This is an optimization exercise on Yosys and OpenROAD, whose aim is small area, not a production implementation.
The RTL was checked by simulation tests, not by an equivalence proof against the original design.
No activity file was given, so power comes from the tool's default toggle rates.

===== run.sh =====
#!/bin/bash
# synth_recipe.tcl (not shown) runs the flow's synth.tcl, then flattens the netlist and writes it again
# the make line also repeats each setting of config.mk as NAME=value (left out here)
make -C /OpenROAD-flow-scripts/flow DESIGN_CONFIG=/design/flow/config.mk WORK_HOME=/design/flow/orfs CLKGATE_MAP_FILE= SYNTH_SCRIPT=/design/flow/synth_recipe.tcl finish

===== config.mk =====
export PLATFORM = sky130hd
export DESIGN_NAME = sdep_engine
export DESIGN_NICKNAME = sdep_engine
export VERILOG_FILES = /design/flow/design.v
export SDC_FILE = /design/flow/constraint.sdc
export NUM_CORES = 4
export LEC_CHECK = 0
export CAP_MARGIN = 20
export CORE_MARGIN = 2
export CORE_UTILIZATION = 40
export SLEW_MARGIN = 20

===== constraint.sdc =====
create_clock -name core_clock -period 10.0 [get_ports {clk}]
set_input_delay 2.0000 -clock core_clock [delete_from_list [all_inputs] [get_ports {clk}]]
set_output_delay 2.0000 -clock core_clock [all_outputs]
set_load 0.01 [all_outputs]

===== design.v =====
module sdep_engine (
    input  wire        clk,
    input  wire        rst,
    input  wire        op_valid,
    output wire        op_ready,
    input  wire [2:0]  op_code,
    input  wire [15:0] op_cmd,
    input  wire [15:0] op_len,
    input  wire        txd_valid,
    output wire        txd_ready,
    input  wire [7:0]  txd_data,
    output wire        bus_valid,
    output reg  [2:0]  bus_op,
    output reg  [7:0]  bus_tx,
    input  wire        bus_ready,
    input  wire [7:0]  bus_rx,
    input  wire        bus_err,
    output reg         rxd_valid,
    output reg  [7:0]  rxd_data,
    output wire        res_valid,
    output reg  [2:0]  res_kind,
    output reg  [1:0]  res_code,
    output reg  [3:0]  res_cause,
    output reg  [2:0]  res_inner,
    output reg         res_status,
    output reg  [15:0] res_id,
    output reg  [15:0] res_count,
    output reg         exch_open
);
    localparam [4:0]  MAX_PAYLOAD  = 5'd16;
    localparam [7:0]  BUSY_MIN     = 8'hFE;
    localparam [6:0]  PROBE_TRIES  = 7'd100;
    localparam [6:0]  READY_POLLS  = 7'd100;
    localparam [7:0]  TX_PROBE     = 8'h10;
    localparam [7:0]  RX_PROBE     = 8'hFF;
    localparam [7:0]  RD_FILL      = 8'hFF;
    localparam [4:0]  PROBE_WAIT   = 5'd4;         
    localparam [4:0]  READY_WAIT   = 5'd20;        
    localparam [2:0] OPC_SEND = 3'd1, OPC_GET = 3'd2, OPC_FRAG = 3'd3,
                     OPC_TA   = 3'd4, OPC_EXCH = 3'd5;
    localparam [2:0] EV_SEL = 3'd0, EV_UNSEL = 3'd1, EV_XCHG = 3'd2,
                     EV_WR  = 3'd3, EV_RD    = 3'd4, EV_PIN  = 3'd5;
    localparam [2:0] RK_DONE = 3'd0, RK_PACKET = 3'd1, RK_SENTINEL = 3'd2,
                     RK_BYTES = 3'd3, RK_FAULT = 3'd4;
    localparam [1:0] FC_TIMEOUT = 2'd1, FC_TRANSPORT = 2'd2, FC_UNDEFINED = 2'd3;
    localparam [3:0] CA_TX_PROBE = 4'd1, CA_READY_LINE = 4'd2, CA_RX_PROBE = 4'd3,
                     CA_SENTINEL = 4'd4, CA_BUS_ERROR = 4'd5,
                     CA_BAD_DESC = 4'd9, CA_OVERLAP = 4'd10;
    localparam [2:0] IN_NONE = 3'd0, IN_SEL = 3'd1, IN_UNSEL = 3'd2,
                     IN_XCHG = 3'd3, IN_WR = 3'd4, IN_RD = 3'd5;
    localparam [3:0] ST_IDLE   = 4'd0,
                     ST_SEL    = 4'd1,    
                     ST_PROBE  = 4'd2,    
                     ST_BUNSEL = 4'd3,    
                     ST_PWAIT  = 4'd4,    
                     ST_WHDR   = 4'd5,    
                     ST_FETCH  = 4'd6,    
                     ST_WPAY   = 4'd7,    
                     ST_UNSEL  = 4'd8,    
                     ST_PIN    = 4'd9,    
                     ST_RWAIT  = 4'd10,   
                     ST_RHDR   = 4'd11,   
                     ST_RPAY   = 4'd12,   
                     ST_FUNSEL = 4'd13,   
                     ST_DONE   = 4'd14;   
    reg [3:0]  state;
    reg [2:0]  op;           
    reg        rx_phase;     
    reg [15:0] cmd_r;        
    reg [15:0] rest;         
    reg [6:0]  idx;          
    reg [6:0]  probe_cnt;    
    reg [6:0]  poll_cnt;     
    reg [4:0]  wcnt;         
    reg [7:0]  byte_r;       
    reg [15:0] rx_cmd;       
    reg [6:0]  rx_len;       
    reg        rx_c;         
    reg        rx_sentinel;  
    reg [15:0] rx_total;     
    wire       frag_cont = (rest > {11'd0, MAX_PAYLOAD});
    wire [4:0] frag_len  = frag_cont ? MAX_PAYLOAD : rest[4:0];
    wire hs = bus_valid && bus_ready;
    assign op_ready  = (state == ST_IDLE);
    assign res_valid = (state == ST_DONE);
    assign txd_ready = (state == ST_FETCH);
    assign bus_valid = (state == ST_SEL)   || (state == ST_PROBE) ||
                       (state == ST_BUNSEL)|| (state == ST_WHDR)  ||
                       (state == ST_WPAY)  || (state == ST_UNSEL) ||
                       (state == ST_PIN)   || (state == ST_RHDR)  ||
                       (state == ST_RPAY)  || (state == ST_FUNSEL);
    always @(*) begin
        bus_op = EV_SEL;
        bus_tx = 8'h00;
        case (state)
            ST_SEL:    bus_op = EV_SEL;
            ST_PROBE:  begin bus_op = EV_XCHG; bus_tx = rx_phase ? RX_PROBE : TX_PROBE; end
            ST_BUNSEL: bus_op = EV_UNSEL;
            ST_WHDR: begin
                bus_op = EV_WR;
                case (idx[1:0])
                    2'd0:    bus_tx = cmd_r[7:0];
                    2'd1:    bus_tx = cmd_r[15:8];
                    default: bus_tx = {frag_cont, 2'b00, frag_len};
                endcase
            end
            ST_WPAY:   begin bus_op = EV_WR; bus_tx = byte_r; end
            ST_UNSEL:  bus_op = EV_UNSEL;
            ST_PIN:    bus_op = EV_PIN;
            ST_RHDR:   begin bus_op = EV_RD; bus_tx = RD_FILL; end
            ST_RPAY:   begin bus_op = EV_RD; bus_tx = RD_FILL; end
            ST_FUNSEL: bus_op = EV_UNSEL;
            default:   bus_op = EV_SEL;
        endcase
    end
    wire is_session = (op == OPC_FRAG) || (op == OPC_TA) || (op == OPC_EXCH);
    wire rx_id_ok   = (rx_cmd == 16'h0A00) || (rx_cmd == 16'h0A01) || (rx_cmd == 16'h0A02);
    always @(posedge clk) begin
        if (rst) begin
            state       <= ST_IDLE;
            op          <= 3'd0;
            rx_phase    <= 1'b0;
            cmd_r       <= 16'd0;
            rest        <= 16'd0;
            idx         <= 7'd0;
            probe_cnt   <= 7'd0;
            poll_cnt    <= 7'd0;
            wcnt        <= 5'd0;
            byte_r      <= 8'd0;
            rx_cmd      <= 16'd0;
            rx_len      <= 7'd0;
            rx_c        <= 1'b0;
            rx_sentinel <= 1'b0;
            rx_total    <= 16'd0;
            rxd_valid   <= 1'b0;
            rxd_data    <= 8'd0;
            res_kind    <= RK_DONE;
            res_code    <= 2'd0;
            res_cause   <= 4'd0;
            res_inner   <= IN_NONE;
            res_status  <= 1'b0;
            res_id      <= 16'd0;
            res_count   <= 16'd0;
            exch_open   <= 1'b0;
        end else begin
            rxd_valid <= 1'b0;
            case (state)
                ST_IDLE: begin
                    if (op_valid) begin
                        op          <= op_code;
                        cmd_r       <= op_cmd;
                        rest        <= op_len;
                        rx_total    <= 16'd0;
                        rx_sentinel <= 1'b0;
                        res_kind    <= RK_DONE;
                        res_code    <= 2'd0;
                        res_cause   <= 4'd0;
                        res_inner   <= IN_NONE;
                        res_status  <= 1'b0;
                        res_id      <= 16'd0;
                        res_count   <= 16'd0;
                        case (op_code)
                            OPC_SEND: begin
                                rx_phase  <= 1'b0;
                                probe_cnt <= 7'd1;
                                state     <= ST_SEL;
                            end
                            OPC_GET, OPC_TA: begin
                                rx_phase <= 1'b1;
                                poll_cnt <= 7'd1;
                                state    <= ST_PIN;
                            end
                            OPC_FRAG, OPC_EXCH: begin
                                if (exch_open) begin
                                    res_kind  <= RK_FAULT;
                                    res_code  <= FC_UNDEFINED;
                                    res_cause <= CA_OVERLAP;
                                    state     <= ST_DONE;
                                end else begin
                                    exch_open <= 1'b1;
                                    rx_phase  <= 1'b0;
                                    probe_cnt <= 7'd1;
                                    state     <= ST_SEL;
                                end
                            end
                            default: begin
                                res_kind  <= RK_FAULT;
                                res_code  <= FC_UNDEFINED;
                                res_cause <= CA_BAD_DESC;
                                state     <= ST_DONE;
                            end
                        endcase
                    end
                end
                ST_SEL: begin
                    if (hs) begin
                        if (bus_err) begin
                            res_kind  <= RK_FAULT;
                            res_code  <= FC_TRANSPORT;
                            res_cause <= CA_BUS_ERROR;
                            res_inner <= IN_SEL;
                            if (is_session) exch_open <= 1'b0;
                            state <= ST_FUNSEL;
                        end else begin
                            state <= ST_PROBE;
                        end
                    end
                end
                ST_PROBE: begin
                    if (hs) begin
                        if (bus_err) begin
                            res_kind  <= RK_FAULT;
                            res_code  <= FC_TRANSPORT;
                            res_cause <= CA_BUS_ERROR;
                            res_inner <= IN_XCHG;
                            if (is_session) exch_open <= 1'b0;
                            state <= ST_FUNSEL;
                        end else if (bus_rx < BUSY_MIN) begin
                            idx   <= 7'd0;
                            state <= rx_phase ? ST_RHDR : ST_WHDR;
                        end else begin
                            state <= ST_BUNSEL;
                        end
                    end
                end
                ST_BUNSEL: begin
                    if (hs) begin
                        if (bus_err) begin
                            res_kind  <= RK_FAULT;
                            res_code  <= FC_TRANSPORT;
                            res_cause <= CA_BUS_ERROR;
                            res_inner <= IN_UNSEL;
                            if (is_session) exch_open <= 1'b0;
                            state <= ST_DONE;
                        end else begin
                            wcnt  <= PROBE_WAIT - 5'd1;
                            state <= ST_PWAIT;
                        end
                    end
                end
                ST_PWAIT: begin
                    if (wcnt != 5'd0) begin
                        wcnt <= wcnt - 5'd1;
                    end else if (probe_cnt == PROBE_TRIES) begin
                        res_kind  <= RK_FAULT;
                        res_code  <= FC_TIMEOUT;
                        res_cause <= rx_phase ? CA_RX_PROBE : CA_TX_PROBE;
                        if (is_session) exch_open <= 1'b0;
                        state <= ST_DONE;
                    end else begin
                        probe_cnt <= probe_cnt + 7'd1;
                        state     <= ST_SEL;
                    end
                end
                ST_WHDR: begin
                    if (hs) begin
                        if (bus_err) begin
                            res_kind  <= RK_FAULT;
                            res_code  <= FC_TRANSPORT;
                            res_cause <= CA_BUS_ERROR;
                            res_inner <= IN_WR;
                            if (is_session) exch_open <= 1'b0;
                            state <= ST_FUNSEL;
                        end else if (idx == 7'd2) begin
                            idx   <= 7'd0;
                            state <= (frag_len == 5'd0) ? ST_UNSEL : ST_FETCH;
                        end else begin
                            idx <= idx + 7'd1;
                        end
                    end
                end
                ST_FETCH: begin
                    if (txd_valid) begin
                        byte_r <= txd_data;
                        state  <= ST_WPAY;
                    end
                end
                ST_WPAY: begin
                    if (hs) begin
                        if (bus_err) begin
                            res_kind  <= RK_FAULT;
                            res_code  <= FC_TRANSPORT;
                            res_cause <= CA_BUS_ERROR;
                            res_inner <= IN_WR;
                            if (is_session) exch_open <= 1'b0;
                            state <= ST_FUNSEL;
                        end else if (idx == {2'b00, frag_len} - 7'd1) begin
                            state <= ST_UNSEL;
                        end else begin
                            idx   <= idx + 7'd1;
                            state <= ST_FETCH;
                        end
                    end
                end
                ST_UNSEL: begin
                    if (hs) begin
                        if (bus_err) begin
                            res_kind  <= RK_FAULT;
                            res_code  <= FC_TRANSPORT;
                            res_cause <= CA_BUS_ERROR;
                            res_inner <= IN_UNSEL;
                            if (is_session) exch_open <= 1'b0;
                            state <= ST_DONE;
                        end else if (!rx_phase) begin
                            if (op == OPC_SEND) begin
                                res_kind <= RK_DONE;
                                state    <= ST_DONE;
                            end else if (frag_cont) begin
                                rest      <= rest - {11'd0, MAX_PAYLOAD};
                                probe_cnt <= 7'd1;
                                state     <= ST_SEL;
                            end else if (op == OPC_EXCH) begin
                                rx_phase <= 1'b1;
                                poll_cnt <= 7'd1;
                                state    <= ST_PIN;
                            end else begin
                                res_kind <= RK_DONE;
                                state    <= ST_DONE;
                            end
                        end else if (rx_sentinel) begin
                            if (op == OPC_GET) begin
                                res_kind <= RK_SENTINEL;
                                res_id   <= rx_cmd;
                            end else begin
                                res_kind  <= RK_FAULT;
                                res_code  <= FC_TRANSPORT;
                                res_cause <= CA_SENTINEL;
                                exch_open <= 1'b0;
                            end
                            state <= ST_DONE;
                        end else if (op == OPC_GET) begin
                            res_kind   <= RK_PACKET;
                            res_status <= rx_c;
                            res_count  <= {9'd0, rx_len};
                            state      <= ST_DONE;
                        end else if (rx_c) begin
                            poll_cnt <= 7'd1;
                            state    <= ST_PIN;
                        end else begin
                            res_kind  <= RK_BYTES;
                            res_count <= rx_total;
                            exch_open <= 1'b0;
                            state     <= ST_DONE;
                        end
                    end
                end
                ST_PIN: begin
                    if (hs) begin
                        if (bus_rx[0]) begin
                            probe_cnt <= 7'd1;
                            state     <= ST_SEL;
                        end else begin
                            wcnt  <= READY_WAIT - 5'd1;
                            state <= ST_RWAIT;
                        end
                    end
                end
                ST_RWAIT: begin
                    if (wcnt != 5'd0) begin
                        wcnt <= wcnt - 5'd1;
                    end else if (poll_cnt == READY_POLLS) begin
                        res_kind  <= RK_FAULT;
                        res_code  <= FC_TIMEOUT;
                        res_cause <= CA_READY_LINE;
                        if (is_session) exch_open <= 1'b0;
                        state <= ST_DONE;
                    end else begin
                        poll_cnt <= poll_cnt + 7'd1;
                        state    <= ST_PIN;
                    end
                end
                ST_RHDR: begin
                    if (hs) begin
                        if (bus_err) begin
                            res_kind  <= RK_FAULT;
                            res_code  <= FC_TRANSPORT;
                            res_cause <= CA_BUS_ERROR;
                            res_inner <= IN_RD;
                            if (is_session) exch_open <= 1'b0;
                            state <= ST_FUNSEL;
                        end else begin
                            case (idx[1:0])
                                2'd0: rx_cmd[7:0]  <= bus_rx;
                                2'd1: rx_cmd[15:8] <= bus_rx;
                                default: begin
                                    rx_len <= bus_rx[6:0];
                                    rx_c   <= bus_rx[7];
                                end
                            endcase
                            if (idx == 7'd2) begin
                                idx <= 7'd0;
                                if (!rx_id_ok) begin
                                    rx_sentinel <= 1'b1;
                                    state       <= ST_UNSEL;
                                end else if (bus_rx[6:0] == 7'd0) begin
                                    state <= ST_UNSEL;
                                end else begin
                                    state <= ST_RPAY;
                                end
                            end else begin
                                idx <= idx + 7'd1;
                            end
                        end
                    end
                end
                ST_RPAY: begin
                    if (hs) begin
                        if (bus_err) begin
                            res_kind  <= RK_FAULT;
                            res_code  <= FC_TRANSPORT;
                            res_cause <= CA_BUS_ERROR;
                            res_inner <= IN_RD;
                            if (is_session) exch_open <= 1'b0;
                            state <= ST_FUNSEL;
                        end else begin
                            rxd_valid <= 1'b1;
                            rxd_data  <= bus_rx;
                            rx_total  <= rx_total + 16'd1;
                            if (idx == rx_len - 7'd1) begin
                                state <= ST_UNSEL;
                            end else begin
                                idx <= idx + 7'd1;
                            end
                        end
                    end
                end
                ST_FUNSEL: begin
                    if (hs) begin
                        state   <= ST_DONE;
                    end
                end
                ST_DONE: begin
                    state <= ST_IDLE;
                end
                default: state <= ST_IDLE;
            endcase
        end
    end
endmodule

==> results.txt <==
• clock transition at the registers of the reported paths: 70 ps
• Total Routing Usage GR: 23.0%
• postcts setup bufs: 0
• maximum resistive drop on vdd: 0.000117 V
• largest net degree at the start of global routing: 94
• synthesis-to-finish area growth: 20.8%
• number of global-route vias before repair: 8434
• post-route cell area: 11200 µm²
• max_cap viols: 0
• register bit total from synthesis: 170
• internal power of the cells: 1.48 mW
• total nets after synthesis: 1274
• latest clock arrival within the worst-skew pair: 440 ps
• die outline area: 24300 µm²
• Post-synth ARST share: 0%
• average instance area after synthesis: 7.70 µm²
• startpoint of the tightest hold check path: res_count[10]
• number of buffers added by the clock tree synthesis step: 17
• class of the most critical setup path: reg2out
• pre-CTS setup slack: 5030 ps
• Switching Share: 42.2%
• utilization after layout: 49.3%
• ports placed on the boundary: 127
• antenna cell count: 0
• combinational cell fraction of total power: 41.9%
• root buffer cell: sky130_fd_sc_hd__clkbuf_16
• number of clock sinks: 170
• wire length per cell: 18.0 µm
• top post-synthesis cells by area: sky130_fd_sc_hd__dfxtp_1 (37%), sky130_fd_sc_hd__a21oi_1 (8.3%), sky130_fd_sc_hd__nand2_1 (6.9%)
• Hold EP: res_count[10]
• global route total overflow: 0
• register area share after synthesis: 36.8%
• RSZ-0062 raised after global routing: no
• Max Slew Vio Count: 0
• number of enable-type register cells in the synthesized netlist: 0
• sequential group share of total power: 32.2%
• DRT Wirelength: 28200 µm
• count of cells along the worst hold path: 2
• area share of the largest cell type after synthesis: 36.8%
• final estimated routing congestion in global placement: 0.895
• endpoint of the most critical register-to-register path: idx[6]
• final worst setup slack: 4750 ps
• number of iterations in the first detailed-routing pass: 7
• number of rows in the core area: 55
• number of antenna violations at the first check in global routing: 0
• maximum fanout along the worst path: 11
• share of the clock period used by the worst path after layout: 52.5%
• share of layout cells above drive strength 1: 5.52%
• startpoint types: flip-flop
• worst slew pin tran: 1010 ps
• H-Tree Level Count: 4
• first-pass GRT wire length: 44500 µm
• register-to-register setup slack: 6100 ps
• fillers: 2254
• post-route worst hold slack: 454 ps
• critical path's largest stage delay: 640 ps
• clock skew: 11.3 ps
• Final TNS setup: 0 ps
• crit path max-delay cell type: sky130_fd_sc_hd__nor4_1
• top cells by instance count after synthesis: sky130_fd_sc_hd__dfxtp_1 (170), sky130_fd_sc_hd__nand2_1 (170), sky130_fd_sc_hd__a21oi_1 (154), sky130_fd_sc_hd__nor2_1 (115), sky130_fd_sc_hd__nand3_1 (66)
• Die Span Y: 156 µm
• required time at the worst-slack endpoint: 8000 ps
• Yosys top cell by area: sky130_fd_sc_hd__dfxtp_1
• Min Clock Period, post-route: 5250 ps
• Rel. slew slack: 32.9%
• hold buffer count at cts: 0
• standard cell core area: 22600 µm²
• half-perimeter wire length after placement: 20000 µm
• net load switching power: 1.08 mW
• count of final hold-check violations: 0
• drt drc: 0
• clock network fraction of total power: 25.9%
• worst min path class: reg2reg
• Worst setup startpoint: rest[11]
• number of warning messages in the yosys log: 1
• TritonCTS clock tree: built
• dpl cell area: 10600 µm²
• Crit. End Element: output port
• post-synth cell types: 86
• Reg-to-Reg Start: rest[4]
• Cell Chain, Critical Path: nor4_4 -> nand3_1 -> nor4_1 -> a222oi_1 -> o21ai_0 -> clkdlybuf4s50_1
• vias after detailed routing: 9132
• number of setup violations in the final report: 0
• Post-Synthesis Cells: 1201
• number of nets in the layout: 1347
• drt initial violations: 645
• pwr/cell area: 230 nW/µm²
• maximum clock insertion buffer count: 2
• primary flip-flop cell chosen by synthesis mapping: sky130_fd_sc_hd__dfxtp_1
• post-cts sizing count: 0
• maximum clock frequency: 191 MHz
• Synth Cell Area: 9250 µm²
• effective utilization at floorplan: 40.8%
• status: complete, no violations
• number of nets with antenna violations after routing: 0
• number of buffer cells added on primary ports: 126
• number of cells traversed by the worst register-to-register path: 13
• vias per cell: 5.81
• DIE WIDTH: 156 µm
• signal arrival time at the worst endpoint: 3250 ps
• total leakage power: 3.82 nW
==> sequential cells by signal, indices dropped and copies added, names as in the netlist, 7 cells and up <==
name       count
probe_cnt      7
byte_r         8
res_id        16
rest          16
res_count     16
rx_cmd        16
rxd_data       8
cmd_r         16
poll_cnt       7
idx            7
rx_len         7
rx_total      16
==> how the worst max path moves through the flow <==
stage	end	slack, ps	cells past startpoint
after floorplan	bus_tx[5]	6020	6
after global placement	rx_total[15]	5100	9
after detailed placement	rx_total[15]	5030	9
after CTS	bus_tx[3]	4790	6
after global routing	bus_tx[3]	4590	6
final	bus_tx[3]	4750	6
==> logic make-up after synthesis <==
kind of cell / count (synthesis) / synth area share [%]
AND/OR/NAND/NOR: 498 / 26.2
buffers and inverters: 110 / 4.98
multiplexers: 33 / 3.61
flip-flops: 170 / 36.8
adder cells (fa/ha/maj): 16 / 2.17
AO/OA/AOI/OAI: 351 / 24.0
XOR/XNOR: 23 / 2.33
==> cell type report <==
cell class / count / area, µm² / share of cell area [%]
clock buffer: 20 / 447 / 4.00
clock inverter: 12 / 130 / 1.16
tap: 285 / 357 / 3.19
sequential: 170 / 3400 / 30.5
timing repair buffer: 139 / 1360 / 12.1
multi-input combinational: 921 / 5390 / 48.2
inverter: 25 / 93.8 / 0.840
==> per-stage QoR <==
| stage | cells | total power, mW |
|---|---|---|
| after floorplan | 1201 | 1.58 |
| after global placement | 1540 | 1.90 |
| after detailed placement | 1540 | 1.91 |
| after CTS | 1572 | 2.57 |
| after global routing | 1572 | 2.73 |
| final | 1572 | 2.57 |
==> critical path, delay by kind of cell (launching register included) <==
family | cells | cell delay, ps
buf+inv | 1 | 590
compound gates | 2 | 440
flops | 1 | 370
simple gates | 3 | 1420
==> cells in the final DEF (no fill, tap or decap), types with 4 or more instances in the layout <==
| cell | synthesis | layout |
|---|---|---|
| sky130_fd_sc_hd__a211oi_1 | 20 | 20 |
| sky130_fd_sc_hd__a21o_1 | 9 | 9 |
| sky130_fd_sc_hd__a21oi_1 | 154 | 154 |
| sky130_fd_sc_hd__a221oi_1 | 7 | 7 |
| sky130_fd_sc_hd__a222oi_1 | 4 | 4 |
| sky130_fd_sc_hd__a22oi_1 | 5 | 5 |
| sky130_fd_sc_hd__a31o_2 | 4 | 4 |
| sky130_fd_sc_hd__a31oi_1 | 8 | 8 |
| sky130_fd_sc_hd__and2_1 | 6 | 6 |
| sky130_fd_sc_hd__and3_1 | 10 | 10 |
| sky130_fd_sc_hd__buf_4 | 2 | 14 |
| sky130_fd_sc_hd__clkbuf_16 | 0 | 17 |
| sky130_fd_sc_hd__clkdlybuf4s50_1 | 0 | 125 |
| sky130_fd_sc_hd__dfxtp_1 | 170 | 170 |
| sky130_fd_sc_hd__ha_1 | 16 | 16 |
| sky130_fd_sc_hd__inv_1 | 23 | 23 |
| sky130_fd_sc_hd__inv_6 | 0 | 4 |
| sky130_fd_sc_hd__mux2i_1 | 30 | 30 |
| sky130_fd_sc_hd__nand2_1 | 170 | 170 |
| sky130_fd_sc_hd__nand2b_1 | 15 | 15 |
| sky130_fd_sc_hd__nand3_1 | 66 | 66 |
| sky130_fd_sc_hd__nand3b_1 | 8 | 8 |
| sky130_fd_sc_hd__nand4_1 | 14 | 14 |
| sky130_fd_sc_hd__nor2_1 | 115 | 114 |
| sky130_fd_sc_hd__nor2b_1 | 8 | 8 |
| sky130_fd_sc_hd__nor3_1 | 24 | 24 |
| sky130_fd_sc_hd__nor4_1 | 7 | 7 |
| sky130_fd_sc_hd__o211ai_1 | 5 | 5 |
| sky130_fd_sc_hd__o21a_1 | 5 | 5 |
| sky130_fd_sc_hd__o21ai_0 | 50 | 50 |
| sky130_fd_sc_hd__o21ai_1 | 6 | 6 |
| sky130_fd_sc_hd__o22ai_1 | 11 | 11 |
| sky130_fd_sc_hd__o31a_1 | 5 | 5 |
| sky130_fd_sc_hd__o31ai_1 | 11 | 11 |
| sky130_fd_sc_hd__or3_1 | 14 | 14 |
| sky130_fd_sc_hd__or4_1 | 10 | 10 |
| sky130_fd_sc_hd__xor2_1 | 19 | 19 |
==> power groups by stage <==
stage                     Combinational [mW]  Sequential (mW)  Clock (mW)
after floorplan                        0.755            0.823           0
after global placement                  1.06            0.839           0
after detailed placement                1.07            0.840           0
after CTS                               1.07            0.825       0.680
after global routing                    1.19            0.835       0.707
final                                   1.08            0.826       0.665
==> layer usage <==
metal	track usage (%)	up-vias	wire, µm	share of wire (%)
li1	-	4490	-	-
met1	30.6	4343	12900	46
met3	4.94	37	1530	5.4
met4	5.72	0	437	1.5
met2	38.1	262	13400	47
met5	0	-	0	0

what the ideal ports hide:
In the flow no input, the clock included, has a driving cell. The finished layout below was timed again as built, in two steps.
Step 1 sets driving cells, clkbuf_16 on the clock port and buf_2 on the other inputs (assumed; they add their load-dependent delay and slew).
Step 2 adds t to the input delays and takes it off the output delays; t is the mean of the earliest and latest rising clock arrival at the registers after step 1. Input paths then give back, and output paths get back, about the clock's delay inside the block.
Slacks: no drivers / after step 1 / after step 2; pairs: no drivers / after step 1.
t (ns): 0.479
setup WS [ns]: 4.753 / 4.705 / 5.007
hold slack, ns: 0.454 / 0.454 / 0.454
worst setup path at the end: input to register
cell pins on the clock port's net: 1
After both steps this run still meets setup and hold. For this run, drivers alone change the setup slack by -0.048 ns; drivers and shift together by +0.254 ns.
